Source: an optimization exercise on an open RTL-to-GDS flow (aim: small area and a short achievable clock period). Production flows keep margins and buffers that such runs may drop.
RTL that was checked went through simulation tests only; none was proved equivalent to the original.
Power and IR drop assume default switching activity.

==> flow/design.v (excerpt) <==
module frame_codec (
    input  wire        clk,
    input  wire        rst,           
    input  wire        cmd_valid,
    input  wire [7:0]  cmd_op,
    input  wire [7:0]  cmd_arg,       
    input  wire [63:0] cmd_value,     
    output reg         resp_valid,
    output wire [7:0]  resp_status,
    output wire [63:0] resp_data,
    output reg         pay_valid,
    output reg  [7:0]  pay_byte,
    output wire [15:0] frm_version,
    output wire [15:0] frm_flags,
    output wire [63:0] frm_sequence,
    output wire [63:0] frm_reserved
);
    localparam [1:0] S_HEADER  = 2'd0;
    localparam [1:0] S_PAYLOAD = 2'd1;
    localparam [1:0] S_RESYNC  = 2'd2;
    localparam [1:0] S_CLOSED  = 2'd3;
    localparam [3:0] R_OK        = 4'b0000;
    localparam [3:0] R_NEED_MORE = 4'b0001;
    localparam [3:0] R_HEADER_OK = 4'b0010;
    localparam [3:0] R_FRAME     = 4'b0011;
    localparam [3:0] R_INV_HDR   = 4'b0100;
    localparam [3:0] R_BAD_VER   = 4'b0101;
    localparam [3:0] R_TOO_LARGE = 4'b0110;
    localparam [3:0] R_CRC_MISM  = 4'b0111;
    localparam [3:0] R_CLOSED    = 4'b1000;
    localparam [3:0] R_ILLEGAL   = 4'b1100;
    function [31:0] crc_t;
        input [7:0] d;
        integer k;
        reg [31:0] a;
        begin
            a = {24'd0, d};
            for (k = 0; k < 8; k = k + 1)
                a = a[0] ? ((a >> 1) ^ 32'hEDB88320) : (a >> 1);
            crc_t = a;
        end
    endfunction
    function [31:0] crc_zeros;
        input [31:0] x;
        input integer n;
        integer k;
        reg [31:0] a;
        begin
            a = x;
            for (k = 0; k < 8 * n; k = k + 1)
                a = a[0] ? ((a >> 1) ^ 32'hEDB88320) : (a >> 1);
            crc_zeros = a;
        end
    endfunction
    reg [31:0] cfg_magic;
    reg [15:0] cfg_ver;
    reg [12:0] cfg_max;           
    reg [31:0] crc_acc;
    reg [1:0]  st;
    reg [12:0] cnt;               
    reg        fresh;             
    reg        err_nz;            
    reg [1:0]  err_lo;
    reg [31:0] rx_crc;            
    reg [31:0] h_magic;
    reg [15:0] h_ver;
    reg [15:0] h_flags;
    reg [63:0] h_seq;
    reg [12:0] h_size;
    reg        h_big;             
    reg [63:0] h_resv;
    reg [31:0] h_crc;
  ...
Size in the first run: ~2000 cells after synthesis, about 430 flip-flops, roughly 0.021 mm2 of cells after synthesis.
make LEC_CHECK=0 CAP_MARGIN=20 CORE_MARGIN=2 CORE_UTILIZATION=40 CTS_BUF_LIST='sky130_fd_sc_hd__clkbuf_4 sky130_fd_sc_hd__clkbuf_8' SETUP_SLACK_MARGIN=2.6 SLEW_MARGIN=20 finish   # period 5.0 ns
run.sh (not shown) runs the stock make flow with config.mk's settings and CLKGATE_MAP_FILE= SYNTH_SCRIPT=/design/flow/synth_recipe.tcl, a recipe that flattens the netlist after the stock synthesis.
The starting point ran to the end with no violations.
Edit:
Settings changed: SETUP_SLACK_MARGIN 2.6 to 2.0.
After rerunning: Critical path depth came out higher by 1. Register-to-register slack got worse by 0.096 ns. Worst setup slack got worse by 0.072 ns. Sequential power barely changes.
Function was not checked in any run of this note: the RTL went through the layout flow alone.


frame_codec, a different RTL version from the one above (not shown whole).
Size: ~330 I/O pins.
Design frame_codec, start of the top module:
module frame_codec (
    input  wire        clk,
    input  wire        rst,           
    input  wire        cmd_valid,
    input  wire [7:0]  cmd_op,
    input  wire [7:0]  cmd_arg,       
    input  wire [63:0] cmd_value,     
    output reg         resp_valid,
    output wire [7:0]  resp_status,
    output wire [63:0] resp_data,
    output reg         pay_valid,
    output reg  [7:0]  pay_byte,
    output wire [15:0] frm_version,
    output wire [15:0] frm_flags,
    output wire [63:0] frm_sequence,
    output wire [63:0] frm_reserved
);
    localparam [1:0] S_HEADER  = 2'd0;
    localparam [1:0] S_PAYLOAD = 2'd1;
    localparam [1:0] S_RESYNC  = 2'd2;
    localparam [1:0] S_CLOSED  = 2'd3;
    localparam [3:0] R_OK        = 4'b0000;
    localparam [3:0] R_NEED_MORE = 4'b0001;
    localparam [3:0] R_HEADER_OK = 4'b0010;
    localparam [3:0] R_FRAME     = 4'b0011;
    localparam [3:0] R_INV_HDR   = 4'b0100;
    localparam [3:0] R_BAD_VER   = 4'b0101;
    localparam [3:0] R_TOO_LARGE = 4'b0110;
    localparam [3:0] R_CRC_MISM  = 4'b0111;
    localparam [3:0] R_CLOSED    = 4'b1000;
  ...
Settings: LEC_CHECK=0, CAP_MARGIN=20, CORE_MARGIN=2, CORE_UTILIZATION=40, CTS_BUF_LIST=sky130_fd_sc_hd__clkbuf_4 sky130_fd_sc_hd__clkbuf_8, SETUP_SLACK_MARGIN=2.0, SLEW_MARGIN=20; clock period 5.0 ns.
standard.sh (not shown) runs the stock make flow with config.mk's settings and CLKGATE_MAP_FILE= SYNTH_SCRIPT=/design/flow/synth_recipe.tcl, a recipe that flattens the netlist after the stock synthesis.
==> flow/flow/run.sh <==
#!/bin/bash
set -euo pipefail
bash standard.sh finish "BUFFER_PORTS_ARGS=-buffer_cell sky130_fd_sc_hd__buf_2" > make.log 2>&1
Then changed:
==> flow/run.sh (new file) <==
#!/bin/bash
# synth_recipe.tcl (not shown) runs the flow's synth.tcl, then flattens the netlist and writes it again
# the make line also repeats each setting of config.mk as NAME=value (left out here)
make -C /OpenROAD-flow-scripts/flow DESIGN_CONFIG=/design/flow/config.mk WORK_HOME=/design/flow/orfs CLKGATE_MAP_FILE= SYNTH_SCRIPT=/design/flow/synth_recipe.tcl finish
removed: flow/flow/run.sh
removed: flow/standard.sh
Setup slack loses 99 ps. Via count decreases slightly. Wire length rose by a few percent. Power falls by a few percent. First-iteration DRC count came out higher by about a fifth.
No run of this note included a check of the RTL's function; only the layout flow was run.


== juniper ==
frame_codec, a different RTL version from the one above (not shown whole).
Size in the first run: ~2500 cells after synthesis, ~440 flip-flops, ~25000 sq um of cells after synthesis.
==> flow/config.mk <==
export PLATFORM = sky130hd
export DESIGN_NAME = frame_codec
export DESIGN_NICKNAME = frame_codec
export VERILOG_FILES = /design/flow/design.v
export SDC_FILE = /design/flow/constraint.sdc
export NUM_CORES = 4
export LEC_CHECK = 0
export CAP_MARGIN = 10
export CORE_MARGIN = 2
export CORE_UTILIZATION = 55
export CTS_BUF_LIST = sky130_fd_sc_hd__clkbuf_4 sky130_fd_sc_hd__clkbuf_8
export CTS_CLUSTER_SIZE = 12
export SETUP_SLACK_MARGIN = 2.8
export SLEW_MARGIN = 10
==> flow/constraint.sdc <==
create_clock -name core_clock -period 5.0 [get_ports {clk}]
set_input_delay 1.0000 -clock core_clock [delete_from_list [all_inputs] [get_ports {clk}]]
set_output_delay 1.0000 -clock core_clock [all_outputs]
set_load 0.01 [all_outputs]
==> flow/flow/run.sh <==
#!/bin/bash
set -euo pipefail
bash standard.sh finish "BUFFER_PORTS_ARGS=-buffer_cell sky130_fd_sc_hd__buf_2" > make.log 2>&1
juniper completed end to end with timing, DRC and antenna clean.
--- input diff juniper..willow ---
Settings: SETUP_SLACK_MARGIN: 2.8 -> 2.6; PLACE_DENSITY: unset -> 0.72; CORE_UTILIZATION: 55 -> 65.
--- outcome ---
- Across both runs, die area was lower for willow than for juniper.
- Per the comparison of willow with juniper, area of the multi-input gates now smaller; initial detailed-routing violation count increased by 595 relative to the old numbers; fraction of layout cells with a size suffix above 1 went down 5.1 points.
- NOTE wire length on met3 juniper->willow increased by more than a quarter
- Re non-clock buffer count: willow is 77 down on juniper.
- Comparing willow and juniper, the lower total power was measured on willow.
- Looking at area added between synthesis and finish, willow sits 7.4 points lower than juniper does.


== run A ==
frame_codec again, from the RTL that the note above started with.
==> flow/design.v (excerpt) <==
module frame_codec (
    input  wire        clk,
    input  wire        rst,           
    input  wire        cmd_valid,
    input  wire [7:0]  cmd_op,
    input  wire [7:0]  cmd_arg,       
    input  wire [63:0] cmd_value,     
    output reg         resp_valid,
    output wire [7:0]  resp_status,
    output wire [63:0] resp_data,
    output reg         pay_valid,
    output reg  [7:0]  pay_byte,
    output wire [15:0] frm_version,
    output wire [15:0] frm_flags,
    output wire [63:0] frm_sequence,
    output wire [63:0] frm_reserved
);
clock: 5.0 ns
lec_check: 0
cap_margin: 10
core_margin: 2
core_utilization: 55
cts_buf_list: sky130_fd_sc_hd__clkbuf_4 sky130_fd_sc_hd__clkbuf_8
cts_cluster_size: 12
setup_slack_margin: 2.5
slew_margin: 10
==> flow/flow/run.sh <==
#!/bin/bash
set -euo pipefail
bash standard.sh finish "BUFFER_PORTS_ARGS=-buffer_cell sky130_fd_sc_hd__buf_1" > make.log 2>&1
--- input diff run A..run B ---
-- flow/config.mk --
<<< run A, line 12
export CTS_CLUSTER_SIZE = 12
export SETUP_SLACK_MARGIN = 2.5
export SLEW_MARGIN = 10
>>> run B, line 12
export CTS_CLUSTER_SIZE = 12
export SETUP_SLACK_MARGIN = 2.7
export SLEW_MARGIN = 10
Notes after the runs:
The higher count of cell instances traversed by the critical path came out of run B.
Setup slack: run B less than run A
Clock network fraction of total power (higher): run A
Summary of run B over run A: number of ordinary and repair buffers in the finished layout picked up an extra 25%, design area higher, total track usage now larger.
Wire length was lower in the run labelled run A.
Taking run A as the reference, in run B clock-pin slew on the worst setup and hold paths level; depth of the worst register-to-register path moved up.
#### Input delta (run C over run B)
-- flow/config.mk --
<<< run B, line 7
export LEC_CHECK = 0
export CAP_MARGIN = 10
export CORE_MARGIN = 2
>>> run C, line 7
export LEC_CHECK = 0
export CAP_MARGIN = 0
export CORE_MARGIN = 2
<<< run B, line 12
export CTS_CLUSTER_SIZE = 12
export SETUP_SLACK_MARGIN = 2.7
export SLEW_MARGIN = 10
>>> run C, line 12
export CTS_CLUSTER_SIZE = 12
export SETUP_SLACK_MARGIN = 2.6
export SLEW_MARGIN = 0
==> run summary <==
Run B → run C: final design instance area without fill decreased by 3.5% relative to the old numbers; amount of wire on met2 after detailed routing decreased by 1300 um relative to the old numbers; share of cells above drive strength 1 decreased by 4.6 points relative to the old numbers; sequential share of layout area increased by 1.2 points relative to the old numbers; global routing usage on met1 closely matched the old numbers.
Run C ends up with lower first-pass GRT wire length than run B does.
Input-level comparison between run D and run C:
==> flow/flow/run.sh <==
#!/bin/bash
set -euo pipefail
bash standard.sh finish "BUFFER_PORTS_ARGS=-buffer_cell sky130_fd_sc_hd__buf_2" > make.log 2>&1
-- flow/config.mk --
<<< run C, line 7
export LEC_CHECK = 0
export CAP_MARGIN = 0
export CORE_MARGIN = 2
>>> run D, line 7
export LEC_CHECK = 0
export CAP_MARGIN = 10
export CORE_MARGIN = 2
<<< run C, line 13
export SETUP_SLACK_MARGIN = 2.6
export SLEW_MARGIN = 0
>>> run D, line 13
export SETUP_SLACK_MARGIN = 2.6
export SLEW_MARGIN = 10
Notes after the runs:
Run D vs run C — overall power consumption dropped by a few percent
Run D vs run C: total inserted antenna cells down
First-iteration DRC count | run D above run C
Run D vs run C — worst-case vdd ir drop climbed by more than 10%
Where total detailed-routing wirelength is concerned, run C is outperformed by run D.


Another version of the RTL of frame_codec (not shown whole).
For scale: roughly 2500 cells after synthesis, about 440 flip-flops, about 0.025 mm² of cells after synthesis.
clock: 5.0 ns
lec_check: 0
cap_margin: 20
core_margin: 2
core_utilization: 40
cts_buf_list: sky130_fd_sc_hd__clkbuf_4 sky130_fd_sc_hd__clkbuf_8
setup_slack_margin: 2.0
slew_margin: 20
==> flow/flow/run.sh <==
#!/bin/bash
set -euo pipefail
bash standard.sh finish "BUFFER_PORTS_ARGS=-buffer_cell sky130_fd_sc_hd__buf_2" > make.log 2>&1
Next try:
Settings changed: SETUP_SLACK_MARGIN 2.0 to 2.4.
Outcome: Power is higher slightly. Utilization is higher by 1.1 points. Routed wire length is higher slightly. Worst hold slack hardly moves. Die area does not change. Flip-flop and latch count is unchanged. Maximum frequency is higher slightly. Cell count is higher slightly. Setup slack improves by 0.035 ns. Synthesized cell count stays the same. Global-route usage is higher by 0.28 points.
Function was not checked in any run of this note: the RTL went through the layout flow alone.


## the baseline
Another version of the RTL of frame_codec (not shown whole).
For scale: about 1,900 cells after synthesis, ~410 flip-flops, ~20,000 um2 of cells after synthesis.
clock: 5.0 ns
lec_check: 0
cap_margin: 20
core_margin: 2
core_utilization: 40
cts_buf_list: sky130_fd_sc_hd__clkbuf_4 sky130_fd_sc_hd__clkbuf_8
setup_slack_margin: 2.0
slew_margin: 20
run.sh (not shown) runs the stock make flow with config.mk's settings and CLKGATE_MAP_FILE= SYNTH_SCRIPT=/design/flow/synth_recipe.tcl, a recipe that flattens the netlist after the stock synthesis.
Stock flow here: none of the scripts above is used.
The baseline: flow completed, timing, DRC and antenna clean
Inputs modified between the baseline and the candidate:
- SETUP_SLACK_MARGIN no longer set, was 2.0
- CTS_BUF_LIST no longer set, was sky130_fd_sc_hd__clkbuf_4 sky130_fd_sc_hd__clkbuf_8
The baseline was routed with more vias than the candidate.
Delta(global-route wire length before repair, the candidate - the baseline) < 0
Utilization down 1.9 points in the candidate wrt the baseline
Taking the baseline as the reference, in the candidate proportion of power drawn by the clock network +2.0 points; power density normalized to cell area went up; worst slack on hold paths now sits higher.
Where total non-filler cell area in the finished layout is concerned, the baseline is outperformed by the candidate.


Setup of main:
Another version of the RTL of frame_codec (not shown whole).
Size: ~2,400 cells after synthesis, roughly 430 flip-flops, about 330 I/O pins, roughly 0.023 mm^2 of cells after synthesis.
clock: 5.0 ns
lec_check: 0
cap_margin: 20
core_margin: 2
core_utilization: 40
cts_buf_list: sky130_fd_sc_hd__clkbuf_4 sky130_fd_sc_hd__clkbuf_8
setup_slack_margin: 2.4
slew_margin: 20
standard.sh (not shown) runs the stock make flow with config.mk's settings and CLKGATE_MAP_FILE= SYNTH_SCRIPT=/design/flow/synth_recipe.tcl, a recipe that flattens the netlist after the stock synthesis.
Scripts as last shown in full above: flow/flow/run.sh
### main -> the feature branch
- a change of SETUP_SLACK_MARGIN from 2.4 to 2.0
Notes after the runs:
Comparing the feature branch and main, the higher count of instances resized after the clock tree is built is on main. Clock share of power (lower): main. The feature branch vs. main: time the worst path needs with I/O delays and setup went down by 0.087 ns. The feature branch vs main: global-route track usage on met1 up. Worst hold path cell count for the feature branch: 1 down relative to main. For the met3 layer usage reported by global route, the feature branch came in 0.35 points lower than main did. main has higher minimum setup slack after placement than the feature branch. The area taken by flip-flops and latches on main is in line with that on the feature branch. Buffer count excluding the clock tree in the final layout (main / the feature branch): 1.06. Route | the feature branch vs main | wire longer in the feature branch.


frame_codec, a different RTL version from the one above (not shown whole).
Size in the first run: ~2600 cells after synthesis, about 440 flip-flops, about 25000 um2 of cells after synthesis.
==> flow/design.v (excerpt) <==
module frame_codec (
    input  wire        clk,
    input  wire        rst,           
    input  wire        cmd_valid,
    input  wire [7:0]  cmd_op,
    input  wire [7:0]  cmd_arg,       
    input  wire [63:0] cmd_value,     
    output reg         resp_valid,
    output wire [7:0]  resp_status,
    output wire [63:0] resp_data,
    output reg         pay_valid,
    output reg  [7:0]  pay_byte,
    output wire [15:0] frm_version,
    output wire [15:0] frm_flags,
    output wire [63:0] frm_sequence,
    output wire [63:0] frm_reserved
);
    localparam [1:0] S_HEADER  = 2'd0;
    localparam [1:0] S_PAYLOAD = 2'd1;
    localparam [1:0] S_RESYNC  = 2'd2;
    localparam [1:0] S_CLOSED  = 2'd3;
    localparam [3:0] R_OK        = 4'b0000;
    localparam [3:0] R_NEED_MORE = 4'b0001;
    localparam [3:0] R_HEADER_OK = 4'b0010;
    localparam [3:0] R_FRAME     = 4'b0011;
    localparam [3:0] R_INV_HDR   = 4'b0100;
    localparam [3:0] R_BAD_VER   = 4'b0101;
    localparam [3:0] R_TOO_LARGE = 4'b0110;
    localparam [3:0] R_CRC_MISM  = 4'b0111;
    localparam [3:0] R_CLOSED    = 4'b1000;
    localparam [3:0] R_ILLEGAL   = 4'b1100;
    function [31:0] crc_t;
        input [7:0] d;
        integer k;
        reg [31:0] a;
        begin
            a = {24'd0, d};
            for (k = 0; k < 8; k = k + 1)
                a = a[0] ? ((a >> 1) ^ 32'hEDB88320) : (a >> 1);
            crc_t = a;
        end
    endfunction
    function [31:0] crc_zeros;
        input [31:0] x;
        input integer n;
  ...
==> flow/config.mk <==
export PLATFORM = sky130hd
export DESIGN_NAME = frame_codec
export DESIGN_NICKNAME = frame_codec
export VERILOG_FILES = /design/flow/design.v
export SDC_FILE = /design/flow/constraint.sdc
export NUM_CORES = 4
export LEC_CHECK = 0
export CAP_MARGIN = 20
export CORE_MARGIN = 2
export CORE_UTILIZATION = 55
export CTS_BUF_LIST = sky130_fd_sc_hd__clkbuf_4 sky130_fd_sc_hd__clkbuf_8
export SETUP_SLACK_MARGIN = 2.6
export SLEW_MARGIN = 20
==> flow/constraint.sdc <==
create_clock -name core_clock -period 5.0 [get_ports {clk}]
set_input_delay 1.0000 -clock core_clock [delete_from_list [all_inputs] [get_ports {clk}]]
set_output_delay 1.0000 -clock core_clock [all_outputs]
set_load 0.01 [all_outputs]
Scripts as last shown in full above: flow/flow/run.sh
==> next run, changes <==
==> flow/flow/run.sh (replaced) <==
#!/bin/bash
set -euo pipefail
bash standard.sh finish "BUFFER_PORTS_ARGS=-buffer_cell sky130_fd_sc_hd__buf_1" > make.log 2>&1
Settings changed: SETUP_SLACK_MARGIN 2.6 to 2.4.
Count of clock-buffer cells in the layout went down by 5.
Total power went down by a few percent.
First-iteration DRC count went down by a few percent.
Via count went down slightly.
Die area is unchanged.
Area after synthesis stays the same.

-- re-timing with driven ports --
Ports are ideal in the flow. The routed layouts listed here were re-timed in OpenROAD. Step 1 (the two cells are an assumption about what drives the block):
set clk [get_ports {clk}]
set_driving_cell -lib_cell sky130_fd_sc_hd__clkbuf_16 $clk
set_driving_cell -lib_cell sky130_fd_sc_hd__buf_2 [delete_from_list [all_inputs] $clk]
Step 2, shift: input delay + t, output delay - t, t = (earliest + latest rising clock arrival at the registers) / 2. This alone moves slack from input paths to output paths. a / b / c = ideal ports / drivers / drivers and shift; a / b = the first two.
| run | t (ns) | setup WS [ns] | hold slack, ns | slew at the worst register clock pin (ns) |
|---|---|---|---|---|
| the first run of note 1 | 0.722 | 1.556 / 1.577 / 0.867 | 0.470 / 0.470 / 0.470 | 0.07 / 0.07 |
| the second run of note 1 | 0.734 | 1.484 / 1.484 / 0.867 | 0.458 / 0.458 / 0.458 | 0.07 / 0.07 |
| the first run of note 2 | 0.732 | 1.581 / 1.533 / 0.801 | 0.491 / 0.491 / 0.491 | 0.07 / 0.07 |
| the second run of note 2 | 0.722 | 1.482 / 1.447 / 0.725 | 0.495 / 0.495 / 0.495 | 0.07 / 0.07 |
| juniper | 0.728 | 2.495 / 2.496 / 1.821 | 0.490 / 0.490 / 0.490 | 0.07 / 0.07 |
| willow | 0.739 | 1.866 / 1.866 / 1.529 | 0.499 / 0.499 / 0.499 | 0.08 / 0.08 |
| run A | 0.752 | 2.478 / 2.513 / 1.760 | 0.492 / 0.492 / 0.492 | 0.07 / 0.07 |
| run B | 0.748 | 2.472 / 2.472 / 1.753 | 0.469 / 0.480 / 0.480 | 0.07 / 0.07 |
| run C | 0.736 | 2.512 / 2.484 / 1.747 | 0.482 / 0.482 / 0.482 | 0.07 / 0.07 |
| run D | 0.732 | 2.436 / 2.440 / 1.714 | 0.489 / 0.489 / 0.489 | 0.07 / 0.07 |
| the first run of note 5 | 0.744 | 2.025 / 1.968 / 1.224 | 0.472 / 0.472 / 0.472 | 0.07 / 0.07 |
| the second run of note 5 | 0.760 | 2.060 / 2.040 / 1.281 | 0.473 / 0.473 / 0.473 | 0.07 / 0.07 |
| the baseline | 0.710 | 1.598 / 1.543 / 1.284 | 0.465 / 0.465 / 0.465 | 0.07 / 0.07 |
| the candidate | 0.645 | 0.744 / 0.685 / 0.667 | 0.476 / 0.476 / 0.476 | 0.07 / 0.07 |
| main | 0.718 | 1.831 / 1.831 / 1.238 | 0.493 / 0.493 / 0.493 | 0.07 / 0.07 |
| the feature branch | 0.733 | 1.917 / 1.917 / 1.221 | 0.500 / 0.500 / 0.500 | 0.07 / 0.07 |
| the first run of note 8 | 0.729 | 2.355 / 2.355 / 1.663 | 0.473 / 0.473 / 0.473 | 0.07 / 0.07 |
| the second run of note 8 | 0.736 | 2.253 / 2.275 / 1.540 | 0.470 / 0.470 / 0.470 | 0.07 / 0.07 |
After both steps every run listed still meets setup and hold. The setup slack of the first run of note 5, which loses most, moves by -0.057 ns with the drivers and by -0.801 ns with both steps.
